Background: an optimization exercise with open tools, aiming at small area. Do not read the settings as production practice. The RTL was checked by simulation tests, not by an equivalence proof against the original design. Power figures rest on the tool's default switching activity, not on a simulated workload.

==> design.v <==
module filter_core #(
    parameter NMAX = 32
) (
    input  wire        clk,
    input  wire        rst_n,
    input  wire        cmd_valid,
    output wire        cmd_ready,
    input  wire [23:0] cmd_data,
    output wire        rsp_valid,
    input  wire        rsp_ready,
    output wire [31:0] rsp_data,
    output wire        fault_o
);
    localparam [1:0] M_CONFIG = 2'd0, M_RUN = 2'd1, M_FAULT = 2'd2;
    localparam [7:0] OP_RESET = 8'h01, OP_RDREG = 8'h02, OP_RDW  = 8'h03,
                     OP_RDK   = 8'h04, OP_WSET  = 8'h05, OP_SETN = 8'h10,
                     OP_SETLIM= 8'h11, OP_SETDTH= 8'h12, OP_WPUSH= 8'h13,
                     OP_KPUSH = 8'h14, OP_INIT  = 8'h15, OP_LIM  = 8'h21,
                     OP_MED   = 8'h22, OP_AVG   = 8'h23, OP_SAVG = 8'h24,
                     OP_MAVG  = 8'h25, OP_SMAVG = 8'h26, OP_CSAVG= 8'h27,
                     OP_WSAVG = 8'h28, OP_DITH  = 8'h29;
    localparam [3:0] E_NONE  = 4'h0, E_ILL   = 4'h1, E_MODE  = 4'h2,
                     E_LOCKED= 4'h3, E_IDX   = 4'h4, E_CAP   = 4'h5,
                     E_NLEN  = 4'h6, E_WFILL = 4'h7, E_KLEN  = 4'h8,
                     E_KSUM  = 4'h9, E_DTH   = 4'hA, E_NTRIM = 4'hB,
                     E_NOWGT = 4'hC;
    localparam [5:0] K_ERRL  = 6'd32, K_ERRH  = 6'd33, K_FCODE = 6'd34,
                     K_FCMD0 = 6'd35, K_FCMD1 = 6'd36, K_FCMD2 = 6'd37,
                     K_LIMIT = 6'd38, K_MINR  = 6'd39, K_MAXR  = 6'd40,
                     K_Q1    = 6'd41, K_DCAND = 6'd42, K_DACC  = 6'd43;
    localparam [6:0] S_RST  = 7'd0,  S_HR1  = 7'd1,  S_IDLE = 7'd2,  S_DEC  = 7'd3,
                     S_WR   = 7'd4,  S_RESP = 7'd5,  S_FLT0 = 7'd6,  S_FLT1 = 7'd7,
                     S_FZ   = 7'd8,  S_CLR0 = 7'd9,  S_CLR1 = 7'd10, S_RDR1 = 7'd11,
                     S_RDR2 = 7'd12, S_RDR3 = 7'd13, S_KWS  = 7'd14, S_RDW  = 7'd15,
                     S_RDK  = 7'd16, S_WW   = 7'd17, S_KW   = 7'd18, S_KS0  = 7'd19,
                     S_KS1  = 7'd20, S_KCHK = 7'd21, S_CSR  = 7'd22, S_L1   = 7'd23,
                     S_L2   = 7'd24, S_CPY  = 7'd25, S_SLW  = 7'd26, S_SUM0 = 7'd27,
                     S_SUM1 = 7'd28, S_MIN0 = 7'd29, S_MIN1 = 7'd30, S_WMIN = 7'd31,
                     S_MAX0 = 7'd32, S_MAX1 = 7'd33, S_WMAX = 7'd34, S_VZ   = 7'd35,
                     S_V0   = 7'd36, S_V1   = 7'd37, S_V2   = 7'd38, S_V3   = 7'd39,
                     S_V4   = 7'd40, S_WQ1  = 7'd41, S_V5   = 7'd42, S_V6   = 7'd43,
                     S_V7   = 7'd44, S_V8   = 7'd45, S_Q1   = 7'd46, S_Q2   = 7'd47,
                     S_QF   = 7'd48, S_WS0  = 7'd49, S_WA   = 7'd50, S_WB   = 7'd51,
                     S_WC   = 7'd52, S_M1   = 7'd53, S_M2   = 7'd54, S_M3   = 7'd55,
                     S_M4   = 7'd56, S_M5   = 7'd57, S_M6   = 7'd58, S_M7   = 7'd59,
                     S_M8   = 7'd60, S_M9   = 7'd61, S_D0   = 7'd62, S_D1   = 7'd63,
                     S_D1B  = 7'd64, S_D2   = 7'd65, S_D3   = 7'd66, S_L3   = 7'd67,
                     S_WD   = 7'd68;
    reg [1:0]  mode;
    reg [7:0]  n_r;
    reg [15:0] dth;
    reg [5:0]  wcnt;
    reg [5:0]  kcnt;
    reg        kok;
    reg        dv;
    reg [20:0] acc;
    reg [12:0] kacc;
    reg [7:0]  res;
    reg [15:0] dcnt;
    reg [6:0]  state;
    reg [23:0] cmd_r;
    reg [3:0]  rcode;
    reg [4:0]  lc;
    reg [9:0]  mreg;
    reg        fl;
    reg [255:0] wring;
    reg [351:0] kring;
    reg [4:0]   wh;
    reg [5:0]   kh;
    wire [7:0]  whd = wring[7:0];
    wire [7:0]  wtl = wring[255:248];    
    wire [7:0]  khd = kring[7:0];
    reg         w_we, w_hold, k_we;
    wire [23:0] alu_r;
    always @(posedge clk) begin
        wring <= {(w_we ? alu_r[7:0] : wring[7:0]), wring[255:8]};
        kring <= {(k_we ? alu_r[7:0] : kring[7:0]), kring[351:8]};
    end
    wire kh_last = (kh == 6'd43);
    wire kh31    = (kh == 6'd31);
    always @(posedge clk) begin
        if (!rst_n) begin
            wh <= 5'd0;
            kh <= 6'd0;
        end else begin
            if (!w_hold)
                wh <= wh + 5'd1;
            kh <= kh_last ? 6'd0 : kh + 6'd1;
        end
    end
    assign cmd_ready = (state == S_IDLE);
    assign rsp_valid = (state == S_RESP);
    assign fault_o   = (mode == M_FAULT);
    assign rsp_data  = {4'd0, rcode, cmd_r};
    wire [7:0] op = cmd_r[23:16];
    wire [7:0] fb = cmd_r[15:8];
    wire [7:0] fa = cmd_r[7:0];
    reg legal;
    always @(*) begin
        case (op)
            OP_RESET, OP_MED, OP_AVG, OP_MAVG:
                legal = (fb == 8'd0) && (fa == 8'd0);
            OP_SETN, OP_SETLIM, OP_WPUSH, OP_KPUSH, OP_SAVG, OP_SMAVG,
            OP_CSAVG, OP_WSAVG, OP_DITH:
                legal = (fb == 8'd0);
            OP_RDREG, OP_RDW, OP_RDK:
                legal = (fa == 8'd0);
            OP_WSET, OP_LIM, OP_SETDTH:
                legal = 1'b1;
            OP_INIT:
                legal = (fb == 8'd0) && (fa[7:1] == 7'd0);
            default:
                legal = 1'b0;
        endcase
    end
    wire is_read  = (op == OP_RESET) || (op == OP_RDREG) || (op == OP_RDW) || (op == OP_RDK);
    wire cfg_only = (op == OP_SETN) || (op == OP_SETLIM) || (op == OP_SETDTH) ||
                    (op == OP_WPUSH) || (op == OP_KPUSH) || (op == OP_INIT);
    wire run_only = (op >= OP_LIM) && (op <= OP_DITH);
    reg [3:0] dec_fault;
    always @(*) begin
        dec_fault = E_NONE;
        if (!legal)
            dec_fault = E_ILL;
        else if (mode == M_FAULT && !is_read)
            dec_fault = E_LOCKED;
        else if ((mode == M_RUN && cfg_only) || (mode == M_CONFIG && run_only))
            dec_fault = E_MODE;
        else begin
            case (op)
                OP_RDREG: if (fb > 8'h13) dec_fault = E_IDX;
                OP_RDW, OP_WSET: if (fb >= {2'd0, wcnt}) dec_fault = E_IDX;
                OP_RDK: if (fb >= {2'd0, kcnt}) dec_fault = E_IDX;
                OP_WPUSH: if (wcnt[5]) dec_fault = E_CAP;
                OP_KPUSH: if (kcnt[5]) dec_fault = E_CAP;
                OP_INIT: begin
                    if (n_r < 8'd2 || n_r > 8'd32)        dec_fault = E_NLEN;
                    else if ({2'd0, wcnt} != n_r)          dec_fault = E_WFILL;
                    else if (dth == 16'd0)                 dec_fault = E_DTH;
                    else if (fa[0] && {2'd0, kcnt} != n_r) dec_fault = E_KLEN;
                end
                OP_MAVG, OP_SMAVG: if (n_r < 8'd3) dec_fault = E_NTRIM;
                OP_WSAVG: if (!kok) dec_fault = E_NOWGT;
                default: ;
            endcase
        end
    end
    wire [4:0] sel = fb[4:0];
    wire       rd_ring = (sel == 5'h02) || (sel == 5'h03) || (sel == 5'h04) ||
                         (sel == 5'h06) || (sel == 5'h0D) || (sel == 5'h0E) ||
                         (sel == 5'h0F) || (sel == 5'h11) || (sel == 5'h12);
    wire [5:0] rd_slot = (sel == 5'h02) ? K_ERRL  :
                         (sel == 5'h03) ? K_FCODE :
                         (sel == 5'h04) ? K_FCMD0 :
                         (sel == 5'h06) ? K_LIMIT :
                         (sel == 5'h0D) ? K_MINR  :
                         (sel == 5'h0E) ? K_MAXR  :
                         (sel == 5'h0F) ? K_Q1    :
                         (sel == 5'h11) ? K_DACC  : K_DCAND;
    localparam [2:0] A_ZERO = 3'd0, A_ACC = 3'd1, A_KACC = 3'd2, A_MREG = 3'd3,
                     A_DCNT = 3'd4, A_RES = 3'd5, A_ERR = 3'd6, A_ONES = 3'd7;
    localparam [4:0] B_ZERO = 5'd0, B_WH = 5'd1, B_KH = 5'd2, B_D = 5'd3,
                     B_HALF = 5'd4, B_FA = 5'd5, B_FB = 5'd6, B_DTH = 5'd7,
                     B_RES = 5'd8, B_N = 5'd9, B_NH = 5'd10, B_MREG = 5'd11,
                     B_NMAX = 5'd12, B_MODE = 5'd13, B_WCNT = 5'd14, B_KCNT = 5'd15,
                     B_FLAGS = 5'd16, B_RCODE = 5'd17, B_CMDB = 5'd18, B_TEN = 5'd19,
                     B_WT = 5'd20, B_LC = 5'd21;
    wire is_mavg  = (op == OP_MAVG) || (op == OP_SMAVG);
    wire is_wsavg = (op == OP_WSAVG);
    wire is_med   = (op == OP_MED);
    wire [5:0]  n6   = n_r[5:0];
    wire [5:0]  nsub = n6 - (is_mavg ? 6'd2 : (is_med ? 6'd1 : 6'd0));
    wire [12:0] dv_d = is_wsavg ? kacc : {7'd0, nsub};
    wire wmask = n_r[5] || (wh < n_r[4:0]);
    wire kmask = !kh[5] && (n_r[5] || (kh[4:0] < n_r[4:0]));
    wire first   = (mode != M_FAULT);
    wire dmatch  = dv && (fa == khd);
    reg [12:1] rc_hot;
    integer ci;
    always @(*)
        for (ci = 1; ci <= 12; ci = ci + 1)
            rc_hot[ci] = (rcode == ci);
    wire [7:0] err_set = ((kh == K_ERRL) ? {rc_hot[7:1], 1'b0} : {3'd0, rc_hot[12:8]}) & ~khd;
    wire [2:0] rr_asel = (sel == 5'h0B) ? A_ACC  :
                         (sel == 5'h0C) ? A_KACC :
                         (sel == 5'h10) ? A_RES  :
                         (sel == 5'h13) ? A_DCNT : A_ZERO;
    wire [4:0] rr_bsel = (sel == 5'h00) ? B_NMAX  :
                         (sel == 5'h01) ? B_MODE  :
                         (sel == 5'h05) ? B_N     :
                         (sel == 5'h07) ? B_DTH   :
                         (sel == 5'h08) ? B_WCNT  :
                         (sel == 5'h09) ? B_KCNT  :
                         (sel == 5'h0A) ? B_FLAGS : B_ZERO;
    reg [2:0] asel;
    reg [4:0] bsel;
    reg       binv, bcin;
    always @(*) begin
        asel = A_ZERO;
        bsel = B_ZERO;
        binv = 1'b0;
        bcin = 1'b0;
        case (state)
            S_DEC: begin
                case (op)
                    OP_WPUSH: bsel = B_WCNT;
                    OP_KPUSH: bsel = B_KCNT;
                    OP_MED, OP_SAVG, OP_SMAVG, OP_CSAVG, OP_WSAVG: bsel = B_N;
                    default:  bsel = B_FB;
                endcase
            end
            S_WW, S_L3: bsel = B_FA;
            S_SLW: if (op == OP_CSAVG) asel = A_RES; else bsel = B_FA;
            S_CSR: bsel = B_WT;
            S_WD, S_M9: begin asel = A_ONES; bsel = B_LC; end
            S_HR1, S_CLR1: bsel = (kh == K_LIMIT) ? B_TEN : B_ZERO;
            S_FLT1: begin
                if (kh == K_ERRL || kh == K_ERRH) begin asel = A_ERR; bsel = B_KH; end
                else if (kh == K_FCODE) bsel = B_RCODE;
                else bsel = B_CMDB;
            end
            S_KWS, S_KW: bsel = B_FA;
            S_RDW, S_WA, S_M1: bsel = B_WH;
            S_RDK, S_WB: bsel = B_KH;
            S_KS1: begin asel = A_KACC; bsel = kmask ? B_KH : B_ZERO; end
            S_KCHK: asel = A_KACC;
            S_L1:  begin asel = A_MREG; bsel = B_FA; binv = 1'b1; bcin = 1'b1; end
            S_L2:  begin asel = A_MREG; bsel = B_KH; binv = ~mreg[9]; end
            S_WMIN, S_WMAX, S_WQ1: asel = A_RES;
            S_SUM1: begin asel = (wh == 5'd0) ? A_ZERO : A_ACC; bsel = wmask ? B_WH : B_ZERO; end
            S_MIN1, S_MAX1: bsel = B_WH;
            S_V0, S_V1: begin asel = A_ACC; bsel = B_KH; binv = 1'b1; bcin = 1'b1; end
            S_V2:  begin asel = A_ACC; bsel = B_HALF; end
            S_V3:  begin asel = A_ACC; bsel = B_D; binv = 1'b1; bcin = 1'b1; end
            S_V4, S_QF: begin bsel = B_MREG; binv = 1'b1; bcin = 1'b1; end
            S_V5:  begin asel = A_ACC; bsel = B_D; end
            S_V6:  begin asel = A_ACC; bsel = B_HALF; binv = 1'b1; bcin = 1'b1; end
            S_V7, S_V8: begin asel = A_ACC; bsel = B_KH; end
            S_Q1:  begin asel = A_RES; bsel = B_NH; binv = 1'b1; bcin = ~n6[0]; end
            S_Q2:  begin asel = A_RES; bsel = B_N; binv = 1'b1; bcin = 1'b1; end
            S_WC:  begin asel = A_ACC; bsel = B_RES; end
            S_M2:  bsel = B_HALF;
            S_D0:  bsel = dmatch ? B_KH : B_FA;
            S_D1:  begin
                if (fl) begin asel = A_DCNT; bsel = B_DTH; binv = 1'b1; end
                bcin = 1'b1;
            end
            S_D2:  begin asel = A_DCNT; bsel = B_DTH; binv = 1'b1; bcin = 1'b1; end
            S_D1B: begin asel = A_DCNT; bcin = 1'b1; end
            S_D3:  bsel = fl ? B_MREG : (dv ? B_KH : B_FA);
            S_WR: begin
                case (op)
                    OP_RDREG: begin
                        asel = rr_asel;
                        bsel = rr_bsel;
                    end
                    OP_WSET, OP_SETN, OP_SETLIM: bsel = B_FA;
                    OP_SETDTH: bsel = B_DTH;
                    OP_WPUSH:  begin bsel = B_WCNT; bcin = 1'b1; end
                    OP_KPUSH:  begin bsel = B_KCNT; bcin = 1'b1; end
                    OP_INIT:   bsel = B_N;
                    OP_RESET:  ;
                    default:   asel = A_RES;
                endcase
            end
            default: ;
        endcase
    end
    reg [23:0] alu_a, alu_b;
    always @(*) begin
        case (asel)
            A_ACC:  alu_a = {3'd0, acc};
            A_KACC: alu_a = {11'd0, kacc};
            A_MREG: alu_a = {{14{mreg[9]}}, mreg};
            A_DCNT: alu_a = {8'd0, dcnt};
            A_RES:  alu_a = {16'd0, res};
            A_ERR:  alu_a = {16'd0, err_set};
            A_ONES: alu_a = 24'hFFFFFF;
            default: alu_a = 24'd0;
        endcase
        case (bsel)
            B_WH:    alu_b = {16'd0, whd};
            B_KH:    alu_b = {16'd0, khd};
            B_D:     alu_b = {11'd0, dv_d};
            B_HALF:  alu_b = {12'd0, dv_d[12:1]};
            B_FA:    alu_b = {16'd0, fa};
            B_FB:    alu_b = {16'd0, fb};
            B_DTH:   alu_b = {8'd0, dth};
            B_RES:   alu_b = {16'd0, res};
            B_N:     alu_b = {16'd0, n_r};
            B_NH:    alu_b = {19'd0, n6[5:1]};
            B_MREG:  alu_b = {{14{mreg[9]}}, mreg};
            B_NMAX:  alu_b = NMAX;
            B_MODE:  alu_b = {22'd0, mode};
            B_WCNT:  alu_b = {18'd0, wcnt};
            B_KCNT:  alu_b = {18'd0, kcnt};
            B_FLAGS: alu_b = {22'd0, dv, kok};
            B_RCODE: alu_b = {20'd0, rcode};
            B_CMDB:  alu_b = {16'd0, (kh == K_FCMD0) ? cmd_r[7:0] :
                                     ((kh == K_FCMD1) ? cmd_r[15:8] : cmd_r[23:16])};
            B_TEN:   alu_b = 24'd10;
            B_WT:    alu_b = {16'd0, wtl};
            B_LC:    alu_b = {19'd0, lc};
            default: alu_b = 24'd0;
        endcase
    end
    assign alu_r = alu_a + (alu_b ^ {24{binv}}) + {23'd0, bcin};
    wire   alu_neg = alu_r[23];
    wire   alu_z   = (alu_r == 24'd0);
    wire hd_lt = whd < res;
    wire hd_gt = whd > res;
    wire hd_eq = !hd_lt && !hd_gt;
    wire       mz       = (mreg == 10'd0);
    wire [9:0] mreg_dec = mreg - 10'd1;
    wire       wh_hit   = (wh == lc);
    wire       kh_hit   = (kh == {1'b0, lc});
    wire       wh_last  = (wh == 5'd31);
    always @(*) begin
        w_we   = 1'b0;
        w_hold = 1'b0;
        k_we   = 1'b0;
        if (rst_n) begin
            case (state)
                S_WW:  w_we = wh_hit;
                S_SLW: begin w_we = wh_hit; w_hold = wh_hit; end
                S_KW:  k_we = kh_hit;
                S_HR1, S_CLR1: k_we = kh[5];
                S_FLT1: k_we = (kh == K_ERRL) || (kh == K_ERRH) || first;
                S_KWS: k_we = (kh == K_LIMIT);
                S_WMIN: k_we = (kh == K_MINR);
                S_WMAX: k_we = (kh == K_MAXR);
                S_WQ1: k_we = (kh == K_Q1);
                S_D0:  k_we = (kh == K_DCAND);
                S_D3:  k_we = (kh == K_DACC);
                default: ;
            endcase
        end
    end
    wire do_reset = (state == S_DEC) && (dec_fault == E_NONE) && (op == OP_RESET);
    always @(posedge clk) begin
        if (!rst_n || do_reset) begin
            mode    <= M_CONFIG;
            n_r     <= 8'd0;
            dth     <= 16'd10;
            wcnt    <= 6'd0;
            kcnt    <= 6'd0;
            kok     <= 1'b0;
            dv      <= 1'b0;
            acc     <= 21'd0;
            kacc    <= 13'd0;
            res     <= 8'd0;
            dcnt    <= 16'd0;
        end
        if (!rst_n) begin
            state <= S_RST;
        end else begin
            case (state)
            S_RST:  if (kh31) state <= S_HR1;
            S_HR1:  if (kh_last) state <= S_IDLE;
            S_CLR0: if (kh31) state <= S_CLR1;
            S_CLR1: if (kh_last) state <= S_WR;
            S_IDLE: begin
                if (cmd_valid) begin
                    cmd_r <= cmd_data;
                    state <= S_DEC;
                end
            end
            S_DEC: begin
                rcode <= dec_fault;
                state <= S_WR;
                if (dec_fault != E_NONE) begin
                    state <= S_FLT0;
                end else begin
                    case (op)
                    OP_RESET: state <= S_CLR0;
                    OP_RDREG: begin
                        fl <= (fb[4:0] == 5'h04);
                        if (rd_ring) state <= S_RDR1;
                    end
                    OP_RDW: begin lc <= alu_r[4:0]; state <= S_RDW; end
                    OP_RDK: begin lc <= alu_r[4:0]; state <= S_RDK; end
                    OP_WSET: begin lc <= alu_r[4:0]; state <= S_WW; end
                    OP_SETN:   n_r <= fa;
                    OP_SETLIM: state <= S_KWS;
                    OP_SETDTH: dth <= {fb, fa};
                    OP_WPUSH: begin
                        lc    <= alu_r[4:0];
                        state <= S_WW;
                    end
                    OP_KPUSH: begin
                        lc    <= alu_r[4:0];
                        state <= S_KW;
                    end
                    OP_INIT: begin
                        if (fa[0]) begin
                            state <= S_KS0;
                        end else begin
                            kok  <= 1'b0;
                            dv   <= 1'b0;
                            mode <= M_RUN;
                        end
                    end
                    OP_LIM: begin
                        res   <= alu_r[7:0];
                        mreg  <= alu_r[9:0];
                        state <= S_L1;
                    end
                    OP_MED: begin
                        lc    <= alu_r[4:0];
                        state <= S_M9;
                    end
                    OP_AVG, OP_MAVG: state <= S_SUM0;
                    OP_SAVG, OP_SMAVG, OP_WSAVG: begin
                        lc    <= alu_r[4:0];
                        state <= S_SLW;
                    end
                    OP_CSAVG: begin
                        lc    <= alu_r[4:0];
                        state <= S_CSR;
                    end
                    OP_DITH: state <= S_D0;
                    default: ;    
                    endcase
                end
            end
            S_WR: begin
                cmd_r <= alu_r;
                if (op == OP_WPUSH) wcnt <= alu_r[5:0];
                if (op == OP_KPUSH) kcnt <= alu_r[5:0];
                state <= S_RESP;
            end
            S_RESP: if (rsp_ready) state <= S_IDLE;
            S_FLT0: if (kh31) state <= S_FLT1;
            S_FLT1: if (kh == K_FCMD2) state <= S_FZ;
            S_FZ: begin
                if (first) mode <= M_FAULT;
                cmd_r <= alu_r;
                state <= S_RESP;
            end
            S_RDR1: if (kh == rd_slot) begin
                cmd_r <= {khd, cmd_r[23:8]};
                state <= S_RDR2;
            end
            S_RDR2: begin
                cmd_r <= {((cmd_r[7:0] == 8'h02 || cmd_r[7:0] == 8'h04) ? khd : 8'd0), cmd_r[23:8]};
                state <= S_RDR3;
            end
            S_RDR3: begin
                cmd_r <= {(fl ? khd : 8'd0), cmd_r[23:8]};
                state <= S_RESP;
            end
            S_KWS: if (kh == K_LIMIT) state <= S_WR;
            S_RDW: if (wh_hit) begin cmd_r <= alu_r; state <= S_RESP; end
            S_RDK: if (kh_hit) begin cmd_r <= alu_r; state <= S_RESP; end
            S_WW:  if (wh_hit) state <= S_WR;
            S_KW:  if (kh_hit) state <= S_WR;
            S_KS0: if (kh_last) state <= S_KS1;
            S_KS1: begin
                kacc <= alu_r[12:0];
                if (kh_last) state <= S_KCHK;
            end
            S_KCHK: begin
                if (alu_z) begin
                    rcode <= E_KSUM;
                    state <= S_FLT0;
                end else begin
                    kok   <= 1'b1;
                    dv    <= 1'b0;
                    mode  <= M_RUN;
                    state <= S_WR;
                end
            end
            S_CSR: if (wh_hit) begin
                res   <= alu_r[7:0];
                mreg  <= alu_r[9:0];
                state <= S_L1;
            end
            S_L1: begin
                mreg  <= alu_r[9:0];
                state <= S_L2;
            end
            S_L2: if (kh == K_LIMIT) begin
                fl    <= mreg[9] ? !alu_neg : alu_neg;    
                state <= S_L3;
            end
            S_L3: begin
                if (fl) res <= alu_r[7:0];
                state <= (op == OP_LIM) ? S_WR : S_SLW;
            end
            S_SLW: if (wh_hit) begin
                if (is_wsavg) state <= S_WS0;
                else          state <= S_SUM0;
            end
            S_SUM0: if (wh_last) state <= S_SUM1;
            S_SUM1: begin
                acc <= alu_r[20:0];
                if (wh_last) state <= is_mavg ? S_MIN0 : S_VZ;
            end
            S_MIN0: if (wh_last) state <= S_MIN1;
            S_MIN1: begin
                if (wh == 5'd0 || (wmask && hd_lt))
                    res <= alu_r[7:0];
                if (wh_last) state <= S_WMIN;
            end
            S_WMIN: if (kh == K_MINR) state <= S_MAX0;
            S_MAX0: if (wh_last) state <= S_MAX1;
            S_MAX1: begin
                if (wh == 5'd0 || (wmask && hd_gt))
                    res <= alu_r[7:0];
                if (wh_last) state <= S_WMAX;
            end
            S_WMAX: if (kh == K_MAXR) state <= S_VZ;
            S_VZ: begin mreg <= alu_r[9:0]; state <= is_mavg ? S_V0 : S_V2; end
            S_V0: if (kh == K_MINR) begin acc <= alu_r[20:0]; state <= S_V1; end
            S_V1: if (kh == K_MAXR) begin acc <= alu_r[20:0]; state <= S_V2; end
            S_V2: begin
                acc   <= alu_r[20:0];
                state <= S_V3;
            end
            S_V3: begin
                if (!alu_neg) begin
                    acc  <= alu_r[20:0];
                    mreg <= mreg_dec;
                end else
                    state <= S_V4;
            end
            S_V4: begin
                mreg  <= alu_r[9:0];
                res   <= alu_r[7:0];
                state <= is_wsavg ? S_WQ1 : S_V5;
            end
            S_WQ1: if (kh == K_Q1) state <= S_V5;
            S_V5: begin
                if (!mz) begin
                    acc  <= alu_r[20:0];
                    mreg <= mreg_dec;
                end else
                    state <= S_V6;
            end
            S_V6: begin
                acc <= alu_r[20:0];
                if (is_mavg)       state <= S_V7;
                else if (is_wsavg) state <= S_Q1;
                else               state <= S_WR;
            end
            S_V7: if (kh == K_MINR) begin acc <= alu_r[20:0]; state <= S_V8; end
            S_V8: if (kh == K_MAXR) begin acc <= alu_r[20:0]; state <= S_WR; end
            S_Q1, S_Q2: begin
                if (!alu_neg) begin
                    res   <= alu_r[7:0];
                    mreg  <= mreg_dec;
                    state <= S_Q2;
                end else
                    state <= S_QF;
            end
            S_QF: begin
                res   <= alu_r[7:0];
                state <= S_WR;
            end
            S_WS0: begin
                acc   <= alu_r[20:0];
                state <= S_WD;
            end
            S_WD: begin
                lc    <= alu_r[4:0];
                state <= S_WA;
            end
            S_WA: if (wh_hit) begin res <= alu_r[7:0]; state <= S_WB; end
            S_WB: if (kh_hit) begin mreg <= alu_r[9:0]; state <= S_WC; end
            S_WC: begin
                if (!mz) begin
                    acc  <= alu_r[20:0];
                    mreg <= mreg_dec;
                end else if (lc == 5'd0) begin
                    state <= S_VZ;
                end else begin
                    state <= S_WD;
                end
            end
            S_M1: if (wh_hit) begin
                res   <= alu_r[7:0];
                state <= S_M2;
            end
            S_M2: begin
                mreg  <= alu_r[9:0];
                state <= S_M3;
            end
            S_M3: if (wh_last) state <= S_M4;
            S_M4: begin
                if (wmask && hd_lt) mreg <= mreg_dec;
                if (wh_last) state <= S_M5;
            end
            S_M5: state <= mreg[9] ? S_M9 : S_M6;
            S_M6: if (wh_last) state <= S_M7;
            S_M7: begin
                if (wmask && hd_eq) mreg <= mreg_dec;
                if (wh_last) state <= S_M8;
            end
            S_M8: state <= mreg[9] ? S_WR : S_M9;
            S_M9: begin
                lc    <= alu_r[4:0];
                state <= S_M1;
            end
            S_D0: if (kh == K_DCAND) begin
                mreg  <= alu_r[9:0];
                fl    <= dmatch;
                state <= S_D1;
            end
            S_D1: begin
                if (!fl) begin
                    dcnt  <= alu_r[15:0];
                    state <= S_D2;
                end else
                    state <= alu_z ? S_D2 : S_D1B;
            end
            S_D1B: begin dcnt <= alu_r[15:0]; state <= S_D2; end
            S_D2: begin
                fl    <= alu_z;
                state <= S_D3;
            end
            S_D3: if (kh == K_DACC) begin
                res   <= alu_r[7:0];
                dv    <= 1'b1;
                state <= S_WR;
            end
            default: state <= S_RST;
            endcase
        end
    end
endmodule
==> flow/run.sh <==
#!/bin/bash
# Own layout flow: the standard layout (standard.sh), except that the
# synthesis maps the combinational logic with an area-oriented ABC script
# (flow/abc_area_map.script) instead of ORFS's delay-oriented one. The
# synthesis is otherwise ORFS's, run through the standard flow's synth_recipe.tcl, so the
# registers and their names are those of the standard synthesis. The port
# buffers that the standard flow inserts are plain buf_1 cells, and clock tree
# synthesis adds no dummy loads.
set -euo pipefail
W=$(pwd)
S=$FLOW_HOME/scripts
mkdir -p "$W/mysynth"
sed -e "s#\$::env(SCRIPTS_DIR)/abc_speed.script#$W/flow/abc_area_map.script#" \
    -e "s#\$::env(SCRIPTS_DIR)/abc_area.script#$W/flow/abc_area_map.script#" \
    "$S/synth_preamble.tcl" > "$W/mysynth/synth_preamble.tcl"
sed -e "s#\$::env(SCRIPTS_DIR)/synth_preamble.tcl#$W/mysynth/synth_preamble.tcl#" \
    "$S/synth.tcl" > "$W/mysynth/synth.tcl"
sed -e "s#\$::env(SCRIPTS_DIR)/synth.tcl#$W/mysynth/synth.tcl#" \
    "$W/synth_recipe.tcl" > "$W/mysynth/synth_recipe.tcl"
sed -E "s#SYNTH_SCRIPT=[^ ]+#SYNTH_SCRIPT=$W/mysynth/synth_recipe.tcl 'BUFFER_PORTS_ARGS=-buffer_cell sky130_fd_sc_hd__buf_1' 'CTS_ARGS=-sink_clustering_enable -repair_clock_nets -sink_clustering_size 16 -sink_clustering_max_diameter 60 -buf_list sky130_fd_sc_hd__clkbuf_8 -dont_use_dummy_load'#" \
    "$W/standard.sh" > "$W/mysynth/standard.sh"
grep -q "abc_area_map.script" "$W/mysynth/synth_preamble.tcl"
grep -q "mysynth/synth_preamble.tcl" "$W/mysynth/synth.tcl"
grep -q "mysynth/synth.tcl" "$W/mysynth/synth_recipe.tcl"
grep -q "mysynth/synth_recipe.tcl 'BUFFER_PORTS_ARGS.*dont_use_dummy_load'" "$W/mysynth/standard.sh"
bash "$W/mysynth/standard.sh" > "$W/flow_make.log" 2>&1
==> flow/abc_area_map.script <==
&get -n
&st
&syn2
&dch -f
&nf -R 1000 -p -C 32 -F 8 -A 4
&st
&syn2
&dch -f
&nf -R 1000 -p -C 32 -F 8 -A 4
&st
&syn2
&dch -f
&nf -R 1000 -p -C 32 -F 8 -A 4
&st
&syn2
&dch -f
&nf -R 1000 -p -C 32 -F 8 -A 4
&put
topo
==> standard.sh <==
#!/bin/bash
# synth_recipe.tcl (not shown) runs the flow's synth.tcl, then flattens the netlist and writes it again
# the make line also repeats each setting of config.mk as NAME=value (left out here)
make -C /OpenROAD-flow-scripts/flow DESIGN_CONFIG=/design/flow/config.mk WORK_HOME=/design/flow/orfs CLKGATE_MAP_FILE= SYNTH_SCRIPT=/design/flow/synth_recipe.tcl "${@:-finish}"
==> config.mk <==
export PLATFORM = sky130hd
export DESIGN_NAME = filter_core
export DESIGN_NICKNAME = filter_core
export VERILOG_FILES = /design/flow/design.v
export SDC_FILE = /design/flow/constraint.sdc
export NUM_CORES = 4
export LEC_CHECK = 0
export CAP_MARGIN = 20
export CORE_MARGIN = 2
export CORE_UTILIZATION = 40
export CTS_BUF_LIST = sky130_fd_sc_hd__clkbuf_8
export CTS_CLUSTER_DIAMETER = 60
export CTS_CLUSTER_SIZE = 16
export GPL_TIMING_DRIVEN = 0
export SLEW_MARGIN = 20
==> constraint.sdc <==
create_clock -name core_clock -period 12.0 [get_ports {clk}]
set_input_delay 2.4000 -clock core_clock [delete_from_list [all_inputs] [get_ports {clk}]]
set_output_delay 2.4000 -clock core_clock [all_outputs]
set_load 0.01 [all_outputs]
==> flow_metrics.py, run 1 <==
metrics = {
    "cts": {
        "cts_setup_buffers": 0,
        "root_buffer": "clkbuf_8",
        "clkTransAtPathRegs_ns": 0.09,
        "ctsLongestPathBuffers": 3,
        "cts.sinks": 768,
        "ctsResizeCount": 0,
        "hold_buffers": 0,
        "cts_tree": "built",
        "htree_levels": 2,
        "cts_made_buffers": 60,
        "clock_latency_ns": 0.71,
    },
    "grt": {
        "grt_pass1_wl_um": 121000,
        "antenna_found_initial": 1,
        "grtUsageTotal_pct": 25.5,
        "grt_pass1_vias": 18101,
        "grt_max_degree": 33,
        "overflow": 0,
    },
    "detailed_routing": {
        "final_antenna_net_count": 0,
        "drc": 0,
        "avgRoutedWirePerCell_um": 25.2,
        "drt_iter0_drc": 1965,
        "vias_per_cell": 5.78,
        "vias": 18919,
        "drtPass1Iterations": 8,
        "wl_um": 82400,
    },
    "timing": {
        "finClkSkew_ns": 0.129,
        "slew_headroom_pct": 19.2,
        "whs_ns": 0.267,
        "fin_crit_sh_pct": 91.8,
        "worstMarginPinSlew_ns": 1.20,
        "rsz0062_at_grt": "no",
        "finalHoldViolCount": 0,
        "fmax_ghz": 0.0907,
        "post-route-min-period_ns": 11.02,
        "setup_viol": 0,
        "drv_slew": 0,
        "finalSetupTns_ns": 0,
    },
    "yosys": {
        "dominantRegCellSynth": "dfxtp_1",
        "synth_edf_count": 44,
        "ys_warn_count": 1,
        "ys_types": 63,
        "syn_inst": 2295,
        "synth-compound-area-share_pct": 15.1,
        "synth_area_leader_cell": "dfxtp_1",
        "yosys-mux-area-fraction_pct": 0.207,
        "avgSynthCellArea_um2": 10.8,
        "async_flop_share_pct": 0,
        "yosys.area_share.simple_pct": 14.1,
        "yosysTopAreaCellShare_pct": 58.4,
        "ys_ff_latch": 768,
        "synth_top_family_by_area": "compound AO/OA/AOI/OAI gates",
        "ys_seq_area_share_pct": 63.7,
        "synth.area.top_cells": "dfxtp_1, edfxtp_1, o21ai_0",
        "synth_xor_area_share_pct": 2.54,
        "netlist_area_um2": 24800,
        "synthAdderAreaFrac_pct": 3.21,
    },
    "power_and_ir_drop": {
        "design_power_total_mw": 3.83,
        "seqPwrFrac_pct": 67.5,
        "clockPowerShare_pct": 30.8,
        "p_sw_uw": 790,
        "p_int_mw": 3.04,
        "switching_share_pct": 20.6,
        "cellPowerDensity_nw_per_um2": 140,
        "peakVddDrop_mv": 0.138,
        "power.leakage_nw": 10.3,
        "pwr-share-comb_pct": 1.7,
    },
    "setup_path": {
        "r2r_cells": 32,
        "crit_type": "flip-flop to flip-flop",
        "crit_required_ns": 12.51,
        "cp_max_fo": 21,
        "worst_setup_path_start_kind": "flip-flop",
        "setup.worst_path.end_class": "flip-flop",
        "slowest_delay_ns": 1.05,
        "crit_slowest_cell": "nor2_1",
        "cp.arrival_ns": 11.53,
    },
    "worst_hold_path": {
        "hold_class": "flip-flop to flip-flop",
        "hold_depth": 0,
    },
    "floorplan": {
        "core-area_um2": 61600,
        "dieArea_um2": 64100,
        "initial_core_util_pct": 40.3,
        "die_y_um": 253,
        "ios": 63,
        "placementRows": 91,
        "die_w_um": 253,
    },
    "placed_design": {
        "gp_congestion": 0.990,
        "dp.final_hpwl_um": 60600,
        "port_buffers": 58,
    },
    "cells_and_area": {
        "final_cell_mix": "dfxtp_1, nand2_1, o21ai_0",
        "layout-drive-gt1-share_pct": 4.93,
        "syn2layout_area_growth_pct": 10.4,
        "final_common_cell": "dfxtp_1",
        "layout.nets": 2527,
        "n_antenna_cell": 0,
    },
    "run": {
        "cap_violations": 0,
    },
    "outcome": {
        "status": "complete, no violations",
    },
}
[stage by stage]
stage	cell area, um2	std cells	setup slack (ns)	utilization, %
after global placement	26100	3193	-3.04	42.4
final	27400	3272	0.980	44.5
after global routing	27400	3272	0.559	44.5
after CTS	27400	3272	1.26	44.5
after floorplan	24800	2298	3.24	-
after detailed placement	26600	3212	1.38	43.1
[metal layers]
| metal | share of wire (%) | vias to the layer above | track usage (%) |
|---|---|---|---|
| li1 | - | 8613 | - |
| met1 | 44 | 9237 | 34.6 |
| met2 | 44 | 866 | 39.9 |
| met3 | 7.3 | 203 | 4.39 |
| met4 | 4.7 | 0 | 11.6 |
| met5 | 0 | - | 0 |
[power groups by stage]
| stage | clock network [mW] | logic, mW | registers (mW) |
|---|---|---|---|
| global placement | 0 | 0.0601 | 2.64 |
| detailed placement | 0 | 0.0637 | 2.64 |
| CTS | 1.23 | 0.0641 | 2.58 |
| floorplan | 0 | 0.0363 | 2.64 |
| global route | 1.32 | 0.0701 | 2.58 |
| finish | 1.18 | 0.0656 | 2.58 |
[registers in the layout, summed over array words and instances, names as in the netlist, 6 cells and up]
signal	cells
state	7
mreg	10
kring	352
wcnt	6
n_r	8
kh	6
res	8
dth	16
dcnt	16
acc	21
kacc	13
cmd_r	24
wring	256
kcnt	6
[cell usage after synthesis (all sizes together) (13+ instances only)]
cell type	number
a31oi	26
dfxtp	724
nand2	236
nand3	101
o22ai	13
xnor2	36
clkinv	68
o21ai	196
a22o	25
a221oi	23
nor2b	25
xor2	36
ha	59
nor2	143
a22oi	39
nand2b	30
nor4	36
a222oi	29
nand4	33
edfxtp	44
a21oi	117
nor3	64
[logic make-up (layout without fill, tap and decap cells)]
logic type / count (synthesis) / in the layout
adders and majority gates: 62 / 62
AOI/OAI and AO/OA: 580 / 580
buffers and inverters: 72 / 209
DFF: 768 / 768
other: 1 / 4
xor gates and xnor gates: 72 / 72
and+or+nand+nor: 735 / 735
muxes: 5 / 5
[worst max-delay path, delay by kind of cell, from the launching register on]
kind	cells	cell delay, ns
flip-flops	1	0.99
AND/OR/NAND/NOR	17	6.28
adder cells (fa/ha/maj)	1	0.51
XOR/XNOR	1	0.15
AO/OA/AOI/OAI	12	2.77
buffers and inverters	1	0.21
[layout make-up]
| type | instances | area, um2 |
|---|---|---|
| clock buffer | 60 | 826 |
| sequential | 768 | 15800 |
| multi-input combinational | 1458 | 8950 |
| tap | 837 | 1050 |
| fill | 5871 | 34200 |
| timing repair buffer | 77 | 482 |
| buffer | 4 | 30.0 |
| inverter | 68 | 255 |
[worst paths after layout]
path                                 start         end  slack [ns]
worst min register to register  kring[216]  kring[208]        0.27
worst min-delay path            kring[216]  kring[208]        0.27
worst max register to register    state[0]    state[3]        0.98
worst max-delay path              state[0]    state[3]        0.98
==> inputs of run 2 (changes only) <==
--- a/config.mk
+++ b/config.mk
@@ -12,4 +12,4 @@
 export CTS_CLUSTER_DIAMETER = 60
 export CTS_CLUSTER_SIZE = 16
 export GPL_TIMING_DRIVEN = 0
-export SLEW_MARGIN = 20
+export SLEW_MARGIN = 5
==> run 2 against run 1 <==
Compared with the run above: first-iteration DRC count grew 1.7%; global-route usage grew 0.13 points; core utilization shrank 0.15 points; synthesized area is the same; via count grew 0.35%; critical path type unchanged; largest power group unchanged.
==> flow_metrics.py, run 2 <==
metrics = {
    "outcome": {
        "status": "complete, no violations",
    },
    "setup_path": {
        "crit_type": "flip-flop to flip-flop",
        "crit_slowest_cell": "nor4bb_1",
        "worst_setup_path_start_kind": "flip-flop",
        "setup.worst_path.end_class": "flip-flop",
        "cp_max_fo": 13,
        "crit_required_ns": 12.54,
        "slowest_delay_ns": 0.88,
        "cp.arrival_ns": 11.73,
    },
    "floorplan": {
        "die_y_um": 253,
        "ios": 63,
        "dieArea_um2": 64100,
        "placementRows": 91,
        "core-area_um2": 61600,
        "initial_core_util_pct": 40.3,
        "die_w_um": 253,
    },
    "placed_design": {
        "gp_congestion": 0.990,
        "port_buffers": 58,
        "placedCellCount": 3218,
        "dp.final_hpwl_um": 60200,
    },
    "cells_and_area": {
        "largest_reg_flops": 352,
        "fin_util_pct": 44.3,
        "fill_cells": 5877,
        "syn2layout_area_growth_pct": 9.98,
        "multiInputGateArea_um2": 8870,
        "seq_area_um2": 15800,
        "layout-drive-gt1-share_pct": 4.62,
        "final_common_cell": "dfxtp_1",
        "layout.nets": 2536,
        "reg_top3": "kring: 352 flops, wring: 256 flops, cmd_r: 24 flops",
        "n_antenna_cell": 0,
        "final_cell_mix": "dfxtp_1, nand2_1, o21ai_0",
        "top_register": "kring",
        "stdcell_count": 3281,
    },
    "yosys": {
        "synth_area_leader_cell": "dfxtp_1",
        "avgSynthCellArea_um2": 10.8,
        "ys_ff_latch": 768,
        "async_flop_share_pct": 0,
        "synth_common_cells": "dfxtp_1, nand2_1, o21ai_0, nor2_1, a21oi_1",
        "ys_warn_count": 1,
        "dominantRegCellSynth": "dfxtp_1",
        "syn_inst": 2295,
        "ys_seq_area_share_pct": 63.7,
        "synth.area.top_cells": "dfxtp_1, edfxtp_1, o21ai_0",
        "yosysTopAreaCellShare_pct": 58.4,
        "netlist_area_um2": 24800,
        "synth_edf_count": 44,
        "ys_types": 63,
        "synth_most_common_cell": "dfxtp_1",
    },
    "timing": {
        "setup_viol": 0,
        "finClkSkew_ns": 0.0988,
        "finalHoldViolCount": 0,
        "finalSetupTns_ns": 0,
        "drv_slew": 0,
        "post-route-min-period_ns": 11.19,
        "slew_headroom_pct": 22.8,
        "fmax_ghz": 0.0894,
        "worstMarginPinSlew_ns": 1.15,
        "fin_crit_sh_pct": 93.2,
        "rsz0062_at_grt": "no",
    },
    "power_and_ir_drop": {
        "switching_share_pct": 20.7,
        "p_sw_uw": 793,
        "peakVddDrop_mv": 0.142,
        "pwr-share-comb_pct": 1.7,
        "cellPowerDensity_nw_per_um2": 140,
        "seqPwrFrac_pct": 67.5,
        "power.leakage_nw": 10.3,
        "p_int_mw": 3.03,
        "clockPowerShare_pct": 30.8,
    },
    "detailed_routing": {
        "drt_iter0_drc": 1999,
        "wl_um": 82700,
        "drtPass1Iterations": 7,
        "drc": 0,
        "vias": 18986,
        "vias_per_cell": 5.79,
        "final_antenna_net_count": 0,
        "avgRoutedWirePerCell_um": 25.2,
    },
    "cts": {
        "cts_tree": "built",
        "htree_levels": 2,
        "root_buffer": "clkbuf_8",
        "cts_made_buffers": 59,
        "cts.sinks": 768,
        "clkTransAtPathRegs_ns": 0.09,
        "clock_latency_ns": 0.71,
        "ctsLongestPathBuffers": 3,
        "cts_setup_buffers": 0,
        "ctsResizeCount": 0,
        "hold_buffers": 0,
    },
    "run": {
        "cap_violations": 0,
    },
    "worst_hold_path": {
        "hold_class": "flip-flop to flip-flop",
    },
    "grt": {
        "overflow": 0,
        "grt_pass1_wl_um": 122000,
        "antenna_found_initial": 2,
        "grt_max_degree": 38,
        "grtUsageTotal_pct": 25.6,
        "grt_pass1_vias": 18124,
    },
}
[run 2: cell counts after synthesis]
Identical to the previous run, type by type.
[run 2: worst paths after layout]
kind                            depth (start not counted)       from  slack, ns         to
worst min register to register                          0  kring[45]       0.28  kring[37]
worst max register to register                         35  cmd_r[21]       0.81   state[3]
worst max-delay path                                   35  cmd_r[21]       0.81   state[3]
worst min-delay path                                    0  kring[45]       0.28  kring[37]
[run 2: routing by layer]
metal	track usage (%)	vias to the layer above	wire length, um
met2	40.1	926	36700
li1	-	8622	-
met1	35.0	9212	35800
met3	3.88	224	6180
met4	11.8	2	4000
met5	0	-	13
[run 2: logic make-up (layout without fill, tap and decap cells)]
group           after synthesis  after routing  synth area share (%)
flops                       768            768                  63.7
simple gates                735            735                  14.1
compound gates              580            580                  15.1
xor+xnor                     72             72                  2.54
buf+inv                      72            218                  1.15
fa+ha+maj                    62             62                  3.21
mux                           5              5                 0.207
other cells                   1              4                0.0151
[run 2: per-stage QoR]
step                      hold slack [ns]  power (mW)  worst slack, ns  cell area, um2
after detailed placement            0.312        2.70             1.24           26500
after CTS                           0.291        3.86             1.13           27300
after global routing                0.289        3.96            0.349           27300
after global placement              0.310        2.70            -3.04           26100
final                               0.279        3.82            0.813           27300
after floorplan                     0.310        2.67             3.24           24800
[run 2: final cells by class]
cell class	count	area share [%]
well taps	837	3.83
multi-input cells	1458	32.5
repair buffers	87	1.80
plain buffers	4	0.110
flip-flops and latches	768	57.9
clock buffers	59	2.97
inverters	68	0.934
[run 2: worst max-delay path, delay by kind of cell (launching register included)]
family | cells | cell delay [ns]
xor gates and xnor gates | 1 | 0.19
and+or+nand+nor | 18 | 5.94
adders and majority gates | 1 | 0.38
DFF | 1 | 0.68
buffers and inverters | 1 | 0.23
AOI/OAI and AO/OA | 14 | 3.65
[run 2: power groups by stage]
stage	registers, mW	clock network (mW)	logic [mW]
2_1_floorplan	2.64	0	0.0363
3_3_place_gp	2.64	0	0.0601
3_5_place_dp	2.64	0	0.0626
4_1_cts	2.58	1.22	0.0630
5_1_grt	2.58	1.31	0.0696
6_report	2.58	1.18	0.0643
==> inputs of run 3 (changes only) <==
--- a/flow/run.sh
+++ b/flow/run.sh
@@ -17,7 +17,7 @@
     "$S/synth.tcl" > "$W/mysynth/synth.tcl"
 sed -e "s#\$::env(SCRIPTS_DIR)/synth.tcl#$W/mysynth/synth.tcl#" \
     "$W/synth_recipe.tcl" > "$W/mysynth/synth_recipe.tcl"
-sed -E "s#SYNTH_SCRIPT=[^ ]+#SYNTH_SCRIPT=$W/mysynth/synth_recipe.tcl 'BUFFER_PORTS_ARGS=-buffer_cell sky130_fd_sc_hd__buf_1' 'CTS_ARGS=-sink_clustering_enable -repair_clock_nets -sink_clustering_size 16 -sink_clustering_max_diameter 60 -buf_list sky130_fd_sc_hd__clkbuf_8 -dont_use_dummy_load'#" \
+sed -E "s#SYNTH_SCRIPT=[^ ]+#SYNTH_SCRIPT=$W/mysynth/synth_recipe.tcl 'BUFFER_PORTS_ARGS=-buffer_cell sky130_fd_sc_hd__buf_1' 'CTS_ARGS=-sink_clustering_enable -repair_clock_nets -sink_clustering_size 18 -sink_clustering_max_diameter 55 -buf_list sky130_fd_sc_hd__clkbuf_8 -dont_use_dummy_load'#" \
     "$W/standard.sh" > "$W/mysynth/standard.sh"
 grep -q "abc_area_map.script" "$W/mysynth/synth_preamble.tcl"
 grep -q "mysynth/synth_preamble.tcl" "$W/mysynth/synth.tcl"
--- a/config.mk
+++ b/config.mk
@@ -9,7 +9,7 @@
 export CORE_MARGIN = 2
 export CORE_UTILIZATION = 40
 export CTS_BUF_LIST = sky130_fd_sc_hd__clkbuf_8
-export CTS_CLUSTER_DIAMETER = 60
-export CTS_CLUSTER_SIZE = 16
+export CTS_CLUSTER_DIAMETER = 55
+export CTS_CLUSTER_SIZE = 18
 export GPL_TIMING_DRIVEN = 0
 export SLEW_MARGIN = 5
==> run 3 against run 2 <==
Compared with the run above: clock skew up 0.021 ns; global-route usage fell by 0.097 points; core utilization down 0.067 points; still clean on timing, DRC and antenna.
==> flow_metrics.py, run 3 <==
metrics = {
    "outcome": {
        "status": "complete, no violations",
    },
    "cells_and_area": {
        "final_cell_mix": "dfxtp_1, nand2_1, o21ai_0",
        "n_antenna_cell": 0,
        "layout-drive-gt1-share_pct": 4.51,
        "largest_reg_flops": 352,
        "final_common_cell": "dfxtp_1",
        "layout.nets": 2533,
        "reg_top3": "kring: 352 flops, wring: 256 flops, cmd_r: 24 flops",
        "syn2layout_area_growth_pct": 9.82,
        "top_register": "kring",
        "finalInstanceArea_um2": 27300,
    },
    "grt": {
        "grt_max_degree": 38,
        "grt_pass1_wl_um": 121000,
        "antenna_found_initial": 3,
        "overflow": 0,
        "grt_pass1_vias": 18096,
        "grtUsageTotal_pct": 25.6,
    },
    "cts": {
        "ctsLongestPathBuffers": 3,
        "cts_made_buffers": 56,
        "ctsResizeCount": 0,
        "cts_setup_buffers": 0,
        "hold_buffers": 0,
        "cts.sinks": 768,
        "root_buffer": "clkbuf_8",
        "clock_latency_ns": 0.71,
        "cts_tree": "built",
        "htree_levels": 2,
        "clkTransAtPathRegs_ns": 0.10,
    },
    "yosys": {
        "synth_area_leader_cell": "dfxtp_1",
        "ys_warn_count": 1,
        "ys_seq_area_share_pct": 63.7,
        "syn_inst": 2295,
        "synth_most_common_cell": "dfxtp_1",
        "avgSynthCellArea_um2": 10.8,
        "synth.area.top_cells": "dfxtp_1, edfxtp_1, o21ai_0",
        "synth_edf_count": 44,
        "async_flop_share_pct": 0,
        "ys_ff_latch": 768,
        "synth_common_cells": "dfxtp_1, nand2_1, o21ai_0, nor2_1, a21oi_1",
        "yosysTopAreaCellShare_pct": 58.4,
        "ys_types": 63,
        "netlist_area_um2": 24800,
        "dominantRegCellSynth": "dfxtp_1",
    },
    "setup_path": {
        "cp_max_fo": 13,
        "crit_required_ns": 12.53,
        "crit_slowest_cell": "nor4bb_1",
        "reg2reg_from": "cmd_r[21]",
        "r2r_setup_slack_ns": 0.80,
        "worst_setup_path_start_kind": "flip-flop",
        "r2r_end": "state[3]",
        "slowest_delay_ns": 0.92,
        "r2r_cells": 35,
        "cp.arrival_ns": 11.73,
        "crit_type": "flip-flop to flip-flop",
        "setup.worst_path.end_class": "flip-flop",
    },
    "detailed_routing": {
        "drc": 0,
        "vias_per_cell": 5.74,
        "avgRoutedWirePerCell_um": 25.1,
        "drt_iter0_drc": 1838,
        "drtPass1Iterations": 8,
        "final_antenna_net_count": 0,
        "wl_um": 82200,
        "vias": 18824,
    },
    "placed_design": {
        "place_area_um2": 26500,
        "dp.final_hpwl_um": 60200,
        "gp_congestion": 0.990,
        "port_buffers": 58,
    },
    "floorplan": {
        "dieArea_um2": 64100,
        "ios": 63,
        "initial_core_util_pct": 40.3,
        "die_w_um": 253,
        "core-area_um2": 61600,
        "placementRows": 91,
        "die_y_um": 253,
    },
    "worst_hold_path": {
        "hold_start": "kring[45]",
        "hold_class": "flip-flop to flip-flop",
        "hold_end": "kring[37]",
        "hold_depth": 0,
    },
    "timing": {
        "finalSetupTns_ns": 0,
        "fin_crit_sh_pct": 93.4,
        "worstMarginPinSlew_ns": 1.21,
        "slew_headroom_pct": 18.9,
        "finalHoldViolCount": 0,
        "setup_viol": 0,
        "fmax_ghz": 0.0893,
        "finClkSkew_ns": 0.120,
        "post-route-min-period_ns": 11.20,
        "drv_slew": 0,
        "rsz0062_at_grt": "no",
        "whs_ns": 0.263,
    },
    "power_and_ir_drop": {
        "pwr-share-comb_pct": 1.7,
        "seqPwrFrac_pct": 68.1,
        "clockPowerShare_pct": 30.2,
        "power.leakage_nw": 10.3,
        "design_power_total_mw": 3.79,
        "p_sw_uw": 781,
        "cellPowerDensity_nw_per_um2": 139,
        "peakVddDrop_mv": 0.117,
        "p_int_mw": 3.01,
        "switching_share_pct": 20.6,
    },
    "run": {
        "cap_violations": 0,
    },
}
## run 3: cell types whose count changed in the layout (fill, tap and decap cells not counted), sizes merged
cell / change
buf: +1
clkbuf: -4
## run 3: how the worst max path moves through the flow
stage	startpoint	to	slack (ns)
after floorplan	cmd_r[20]	acc[0]	3.24
after CTS	cmd_r[21]	state[3]	1.13
after global routing	cmd_r[16]	state[3]	0.44
after global placement	state[3]	acc[15]	-3.04
after detailed placement	cmd_r[21]	state[2]	1.24
final	cmd_r[21]	state[3]	0.80
## run 3: worst max-delay path, delay by kind of cell, from the launching register on
family                     cells  cell delay [ns]
and+or+nand+nor               18             5.96
AOI/OAI and AO/OA             14             3.60
DFF                            1             0.67
adders and majority gates      1             0.38
buffers and inverters          1             0.23
xor gates and xnor gates       1             0.19
## run 3: per-stage QoR
step,std cells,setup slack [ns],utilization [%]
final,3278,0.796,44.3
after global routing,3278,0.439,44.3
after CTS,3274,1.13,44.2
after detailed placement,3218,1.24,43.0
after global placement,3193,-3.04,42.4
after floorplan,2298,3.24,-
## run 3: area by class of cell
type,count,area (um2)
Buffer,4,30.0
Clock buffer,56,771
Fill cell,5875,34300
Inverter,68,255
Multi-Input combinational cell,1458,8870
Sequential cell,768,15800
Tap cell,837,1050
Timing Repair Buffer,87,490
## run 3: power by group through the flow
stage / Combinational (mW) / Clock [mW] / Sequential, mW
finish: 0.0644 / 1.14 / 2.58
global placement: 0.0601 / 0 / 2.64
detailed placement: 0.0626 / 0 / 2.64
floorplan: 0.0363 / 0 / 2.64
global route: 0.0695 / 1.28 / 2.58
CTS: 0.0630 / 1.19 / 2.58
## run 3: logic make-up (layout without fill, tap and decap cells)
logic type | Yosys count | after routing | share of synthesized area (%)
flip-flops | 768 | 768 | 63.7
AND/OR/NAND/NOR | 735 | 735 | 14.1
AO/OA/AOI/OAI | 580 | 580 | 15.1
XOR/XNOR | 72 | 72 | 2.54
buffers and inverters | 72 | 215 | 1.15
adder cells (fa/ha/maj) | 62 | 62 | 3.21
multiplexers | 5 | 5 | 0.207
other | 1 | 4 | 0.0151
## run 3: per-layer routing
layer / GRT usage (%) / vias to the layer above / routed length, um
li1: - / 8617 / -
met1: 34.7 / 9135 / 35700
met2: 39.9 / 855 / 36400
met3: 3.84 / 213 / 5980
met4: 12.4 / 4 / 4110
met5: 0 / - / 26
==> inputs of run 4 (changes only) <==
--- a/flow/run.sh
+++ b/flow/run.sh
@@ -17,7 +17,7 @@
     "$S/synth.tcl" > "$W/mysynth/synth.tcl"
 sed -e "s#\$::env(SCRIPTS_DIR)/synth.tcl#$W/mysynth/synth.tcl#" \
     "$W/synth_recipe.tcl" > "$W/mysynth/synth_recipe.tcl"
-sed -E "s#SYNTH_SCRIPT=[^ ]+#SYNTH_SCRIPT=$W/mysynth/synth_recipe.tcl 'BUFFER_PORTS_ARGS=-buffer_cell sky130_fd_sc_hd__buf_1' 'CTS_ARGS=-sink_clustering_enable -repair_clock_nets -sink_clustering_size 18 -sink_clustering_max_diameter 55 -buf_list sky130_fd_sc_hd__clkbuf_8 -dont_use_dummy_load'#" \
+sed -E "s#SYNTH_SCRIPT=[^ ]+#SYNTH_SCRIPT=$W/mysynth/synth_recipe.tcl 'BUFFER_PORTS_ARGS=-buffer_cell sky130_fd_sc_hd__buf_1' 'CTS_ARGS=-sink_clustering_enable -repair_clock_nets -sink_clustering_size 18 -sink_clustering_max_diameter 55 -buf_list sky130_fd_sc_hd__clkbuf_8 -sink_clustering_buffer sky130_fd_sc_hd__clkbuf_8 -root_buf sky130_fd_sc_hd__clkbuf_4 -tree_buf sky130_fd_sc_hd__clkbuf_4 -dont_use_dummy_load'#" \
     "$W/standard.sh" > "$W/mysynth/standard.sh"
 grep -q "abc_area_map.script" "$W/mysynth/synth_preamble.tcl"
 grep -q "mysynth/synth_preamble.tcl" "$W/mysynth/synth.tcl"
--- a/config.mk
+++ b/config.mk
@@ -12,4 +12,5 @@
 export CTS_CLUSTER_DIAMETER = 55
 export CTS_CLUSTER_SIZE = 18
 export GPL_TIMING_DRIVEN = 0
+export PLACE_DENSITY = 0.9
 export SLEW_MARGIN = 5
==> run 4 against run 3 <==
Compared with the run above: clock skew down 0.018 ns; critical endpoint is now state[6]; still clean on timing, DRC and antenna; sequential share of layout area up 0.24 points; critical path depth unchanged.
==> flow_metrics.py, run 4 <==
metrics = {
    "cells_and_area": {
        "seq_area_um2": 15800,
        "multiInputGateArea_um2": 8840,
        "largest_reg_flops": 352,
        "layout-drive-gt1-share_pct": 4.07,
        "final_common_cell": "dfxtp_1",
        "layout.nets": 2524,
        "final_cell_mix": "dfxtp_1, nand2_1, o21ai_0",
        "reg_top3": "kring: 352 flops, wring: 256 flops, cmd_r: 24 flops",
        "fill_cells": 5686,
        "top_register": "kring",
        "finalInstanceArea_um2": 27200,
        "syn2layout_area_growth_pct": 9.37,
    },
    "worst_hold_path": {
        "hold_depth": 0,
        "hold_class": "flip-flop to flip-flop",
        "hold_end": "wring[177]",
        "hold_start": "wring[185]",
    },
    "detailed_routing": {
        "avgRoutedWirePerCell_um": 23.8,
        "vias_per_cell": 6.00,
        "final_antenna_net_count": 0,
        "drc": 0,
        "drt_iter0_drc": 2998,
        "wl_met3_um": 9540,
        "vias": 19631,
        "wl_um": 77800,
        "drtPass1Iterations": 11,
        "dr_wl_met2_um": 32600,
        "routed.top_layer": "met5",
        "wl_met1_um": 30700,
    },
    "floorplan": {
        "ios": 63,
        "initial_core_util_pct": 40.3,
        "placementRows": 91,
        "dieArea_um2": 64100,
        "die_w_um": 253,
        "die_y_um": 253,
        "core-area_um2": 61600,
    },
    "grt": {
        "overflow": 0,
        "grtUsageTotal_pct": 23.5,
        "grt_max_degree": 41,
        "grt_pass1_vias": 18322,
        "antenna_found_initial": 7,
        "grt_pass1_wl_um": 114000,
    },
    "outcome": {
        "status": "complete, no violations",
    },
    "cts": {
        "clock_latency_ns": 0.87,
        "ctsResizeCount": 0,
        "htree_levels": 2,
        "clkTransAtPathRegs_ns": 0.10,
        "cts_made_buffers": 53,
        "ctsLongestPathBuffers": 3,
        "cts_setup_buffers": 0,
        "root_buffer": "clkbuf_4",
        "cts_tree": "built",
        "hold_buffers": 0,
        "cts.sinks": 768,
    },
    "timing": {
        "fmax_ghz": 0.0920,
        "slew_headroom_pct": 15.6,
        "finClkSkew_ns": 0.102,
        "worstMarginPinSlew_ns": 1.26,
        "fin_crit_sh_pct": 90.6,
        "setup_viol": 0,
        "finalHoldViolCount": 0,
        "post-route-min-period_ns": 10.87,
        "rsz0062_at_grt": "no",
        "drv_slew": 0,
    },
    "power_and_ir_drop": {
        "peakVddDrop_mv": 0.134,
        "power.leakage_nw": 10.2,
        "design_power_total_mw": 3.74,
        "cellPowerDensity_nw_per_um2": 138,
    },
    "yosys": {
        "syn_inst": 2295,
        "ys_seq_area_share_pct": 63.7,
        "synth_area_leader_cell": "dfxtp_1",
        "ys_ff_latch": 768,
        "synth_most_common_cell": "dfxtp_1",
        "avgSynthCellArea_um2": 10.8,
        "ys_types": 63,
        "yosysTopAreaCellShare_pct": 58.4,
        "synth_common_cells": "dfxtp_1, nand2_1, o21ai_0, nor2_1, a21oi_1",
        "ys_warn_count": 1,
        "netlist_area_um2": 24800,
        "dominantRegCellSynth": "dfxtp_1",
        "synth_edf_count": 44,
        "synth.area.top_cells": "dfxtp_1, edfxtp_1, o21ai_0",
        "async_flop_share_pct": 0,
    },
    "placed_design": {
        "place_area_um2": 26400,
        "dp.final_hpwl_um": 56400,
        "gp_congestion": 1.02,
        "port_buffers": 58,
    },
    "setup_path": {
        "crit_required_ns": 12.72,
        "worst_setup_path_start_kind": "flip-flop",
        "cp.arrival_ns": 11.59,
        "r2r_cells": 35,
        "slowest_delay_ns": 0.97,
        "cp_max_fo": 9,
        "r2r_setup_slack_ns": 1.13,
        "crit_type": "flip-flop to flip-flop",
        "reg2reg_from": "cmd_r[21]",
        "setup.worst_path.end_class": "flip-flop",
        "crit_slowest_cell": "nor4bb_1",
        "r2r_end": "state[6]",
    },
    "run": {
        "cap_violations": 0,
    },
}
==> run 4: cell counts after synthesis <==
No cell type changed its count.
==> run 4: where the power goes <==
group	switching, mW	internal (mW)	leakage, nW
Combinational	0.0415	0.0206	3.61
Sequential	0.00906	2.57	6.26
Clock	0.725	0.372	0.368
==> run 4: how the worst max path moves through the flow <==
stage / from / end / slack, ns / cells past startpoint
floorplan: cmd_r[20] / acc[0] / 3.24 / 29
global placement: state[3] / acc[17] / -2.15 / 28
detailed placement: cmd_r[23] / state[2] / 1.55 / 35
CTS: cmd_r[21] / state[6] / 1.51 / 35
global route: cmd_r[21] / state[6] / 0.90 / 35
finish: cmd_r[21] / state[6] / 1.13 / 35
==> run 4: critical path, delay by kind of cell, from the launching register on <==
kind / cells / cell delay (ns)
simple gates: 18 / 6.01
xor+xnor: 1 / 0.18
compound gates: 14 / 3.39
flops: 1 / 0.56
buf+inv: 1 / 0.24
fa+ha+maj: 1 / 0.38
==> run 4: logic make-up after synthesis <==
logic type      after synthesis  synth area share (%)
compound gates              580                  15.1
mux                           5                 0.207
fa+ha+maj                    62                  3.21
buf+inv                      72                  1.15
other cells                   1                0.0151
xor+xnor                     72                  2.54
flops                       768                  63.7
simple gates                735                  14.1
==> run 4: metrics by stage <==
stage | hold WS (ns) | setup slack [ns] | cells | utilization, % | setup TNS (ns)
after floorplan | 0.310 | 3.24 | 2298 | - | 0
after global placement | 0.310 | -2.15 | 3193 | 42.4 | -44.43
after detailed placement | 0.312 | 1.55 | 3210 | 42.9 | 0
after CTS | 0.257 | 1.51 | 3263 | 44.0 | 0
after global routing | 0.266 | 0.897 | 3270 | 44.1 | 0
final | 0.254 | 1.13 | 3271 | 44.1 | 0
==> run 4: cell type report <==
cell class,instances,area share [%]
inverter,68,0.940
tap,837,3.86
multi-input combinational,1458,32.5
clock buffer,53,2.57
antenna,2,0.0184
sequential,768,58.2
buffer,4,0.111
timing repair buffer,81,1.75
==> run 4: metal layers <==
layer / vias up / global-route usage [%]
li1: 8608 / -
met1: 9313 / 30.8
met2: 1346 / 34.7
met3: 358 / 6.91
met4: 6 / 13.0
met5: - / 0
==> inputs of run 5 (changes only) <==
--- a/config.mk
+++ b/config.mk
@@ -12,5 +12,4 @@
 export CTS_CLUSTER_DIAMETER = 55
 export CTS_CLUSTER_SIZE = 18
 export GPL_TIMING_DRIVEN = 0
-export PLACE_DENSITY = 0.9
 export SLEW_MARGIN = 5
==> run 5 against run 4 <==
Compared with the run above: design area up 0.31%; wire length up 6.2%; clock-buffer cell count up 3; critical path type unchanged; critical endpoint is now state[3]; highest routed layer unchanged.
==> flow_metrics.py, run 5 <==
metrics = {
    "timing": {
        "worstMarginPinSlew_ns": 1.24,
        "slew_headroom_pct": 16.7,
        "whs_ns": 0.219,
        "drv_slew": 0,
        "fin_crit_sh_pct": 93.1,
        "post-route-min-period_ns": 11.18,
        "finalHoldViolCount": 0,
        "setup_ws_ns": 0.825,
        "rsz0062_at_grt": "no",
        "finClkSkew_ns": 0.156,
        "fmax_ghz": 0.0895,
        "setup_viol": 0,
    },
    "setup_path": {
        "r2r_end": "state[3]",
        "cp.arrival_ns": 11.88,
        "r2r_cells": 31,
        "crit_slowest_cell": "nor2_1",
        "crit_type": "flip-flop to flip-flop",
        "crit_required_ns": 12.71,
        "cp_common_cell": "nor2_1",
        "worst_setup_path_start_kind": "flip-flop",
        "setup.worst_path.end_class": "flip-flop",
        "crit_start": "state[0]",
        "reg2reg_from": "state[0]",
        "r2r_setup_slack_ns": 0.82,
        "cp-endpoint": "state[3]",
        "slowest_delay_ns": 1.05,
        "cp_max_fo": 21,
    },
    "yosys": {
        "netlist_area_um2": 24800,
        "synth_common_cells": "dfxtp_1, nand2_1, o21ai_0, nor2_1, a21oi_1",
        "synth_most_common_cell": "dfxtp_1",
        "synth_edf_count": 44,
        "dominantRegCellSynth": "dfxtp_1",
        "ys_seq_area_share_pct": 63.7,
        "ys_types": 63,
        "avgSynthCellArea_um2": 10.8,
        "ys_ff_latch": 768,
        "synth.area.top_cells": "dfxtp_1, edfxtp_1, o21ai_0",
        "yosysTopAreaCellShare_pct": 58.4,
        "async_flop_share_pct": 0,
        "ys_warn_count": 1,
        "synth_area_leader_cell": "dfxtp_1",
        "syn_inst": 2295,
    },
    "detailed_routing": {
        "drtPass1Iterations": 7,
        "vias_per_cell": 5.76,
        "drt_iter0_drc": 1882,
        "vias": 18894,
        "drc": 0,
        "final_antenna_net_count": 0,
        "wl_um": 82600,
        "avgRoutedWirePerCell_um": 25.2,
    },
    "cells_and_area": {
        "multiInputGateArea_um2": 8870,
        "layout.nets": 2533,
        "layout-drive-gt1-share_pct": 4.51,
        "fin_util_pct": 44.2,
        "reg_top3": "kring: 352 flops, wring: 256 flops, cmd_r: 24 flops",
        "stdcell_count": 3280,
        "syn2layout_area_growth_pct": 9.71,
        "top_register": "kring",
        "largest_reg_flops": 352,
        "fill_cells": 5878,
        "final_common_cell": "dfxtp_1",
        "seq_area_um2": 15800,
        "final_cell_mix": "dfxtp_1, nand2_1, o21ai_0",
    },
    "grt": {
        "antenna_found_initial": 5,
        "overflow": 0,
        "grtUsageTotal_pct": 25.6,
        "grt_pass1_wl_um": 121000,
        "grt_pass1_vias": 18073,
        "grt_max_degree": 38,
    },
    "floorplan": {
        "die_y_um": 253,
        "initial_core_util_pct": 40.3,
        "ios": 63,
        "die_w_um": 253,
        "core-area_um2": 61600,
        "placementRows": 91,
        "dieArea_um2": 64100,
    },
    "cts": {
        "ctsResizeCount": 0,
        "hold_buffers": 0,
        "clock_latency_ns": 0.92,
        "root_buffer": "clkbuf_4",
        "cts_made_buffers": 56,
        "cts_tree": "built",
        "htree_levels": 2,
        "cts.sinks": 768,
        "ctsLongestPathBuffers": 3,
        "clkTransAtPathRegs_ns": 0.11,
        "cts_setup_buffers": 0,
    },
    "power_and_ir_drop": {
        "power.leakage_nw": 10.3,
        "peakVddDrop_mv": 0.116,
        "design_power_total_mw": 3.77,
        "cellPowerDensity_nw_per_um2": 138,
    },
    "worst_hold_path": {
        "hold_depth": 0,
        "hold_class": "flip-flop to flip-flop",
    },
    "placed_design": {
        "post-place-ws_ns": 1.24,
        "placedCellCount": 3218,
        "port_buffers": 58,
        "gp_congestion": 0.990,
        "dp.final_hpwl_um": 60200,
    },
    "run": {
        "cap_violations": 0,
    },
    "outcome": {
        "status": "complete, no violations",
    },
}
==> run 5: report_power, final <==
part           switching [mW]  internal [mW]
registers             0.00961           2.57
clock network           0.728          0.392
logic                  0.0440         0.0210
==> run 5: area by class of cell <==
cell class	instances	area share, %
well taps	837	3.84
inverters	68	0.937
flip-flops and latches	768	58.0
multi-input cells	1458	32.5
repair buffers	87	1.80
plain buffers	4	0.110
diodes	2	0.0184
clock buffers	56	2.71
==> run 5: critical path: cells and delay by family (launching register included) <==
kind	cells	cell delay (ns)
flip-flops	1	0.97
XOR/XNOR	1	0.37
adder cells (fa/ha/maj)	1	0.30
AND/OR/NAND/NOR	16	6.12
AO/OA/AOI/OAI	13	3.24
==> run 5: how the worst min path moves through the flow <==
stage,from,endpoint,slack [ns]
after global routing,kring[45],kring[37],0.23
after detailed placement,kring[165],kring[157],0.31
final,kring[45],kring[37],0.22
after CTS,kring[45],kring[37],0.22
after floorplan,kring[8],kring[0],0.31
after global placement,wring[21],wring[13],0.31
==> run 5: metrics by stage <==
stage | instance area, um2 | TNS [ns]
final | 27200 | 0
after global routing | 27200 | 0
after CTS | 27200 | 0
after detailed placement | 26500 | 0
after global placement | 26100 | -83.82
after floorplan | 24800 | 0
==> run 5: kinds of logic after synthesis <==
family                     count (synthesis)  synth area share, %
DFF                                      768                 63.7
adders and majority gates                 62                 3.21
other                                      1               0.0151
muxes                                      5                0.207
buffers and inverters                     72                 1.15
and+or+nand+nor                          735                 14.1
xor gates and xnor gates                  72                 2.54
AOI/OAI and AO/OA                        580                 15.1
==> run 5: per-layer routing <==
| metal | routed length [um] | part of all wire, % | track usage (%) |
|---|---|---|---|
| met1 | 35900 | 43 | 34.8 |
| met4 | 3760 | 4.6 | 11.5 |
| met2 | 36800 | 45 | 40.2 |
| met3 | 6100 | 7.4 | 3.82 |
| met5 | 26 | 0.031 | 0 |

Re-timed with assumed drivers on the ports (clkbuf_16 on the clock, buf_2 on other inputs), run 5 has 0.825 ns of setup slack against 0.825 ns with ideal ports, and 0.825 ns once port delays also move by the mid clock arrival of 0.899 ns.
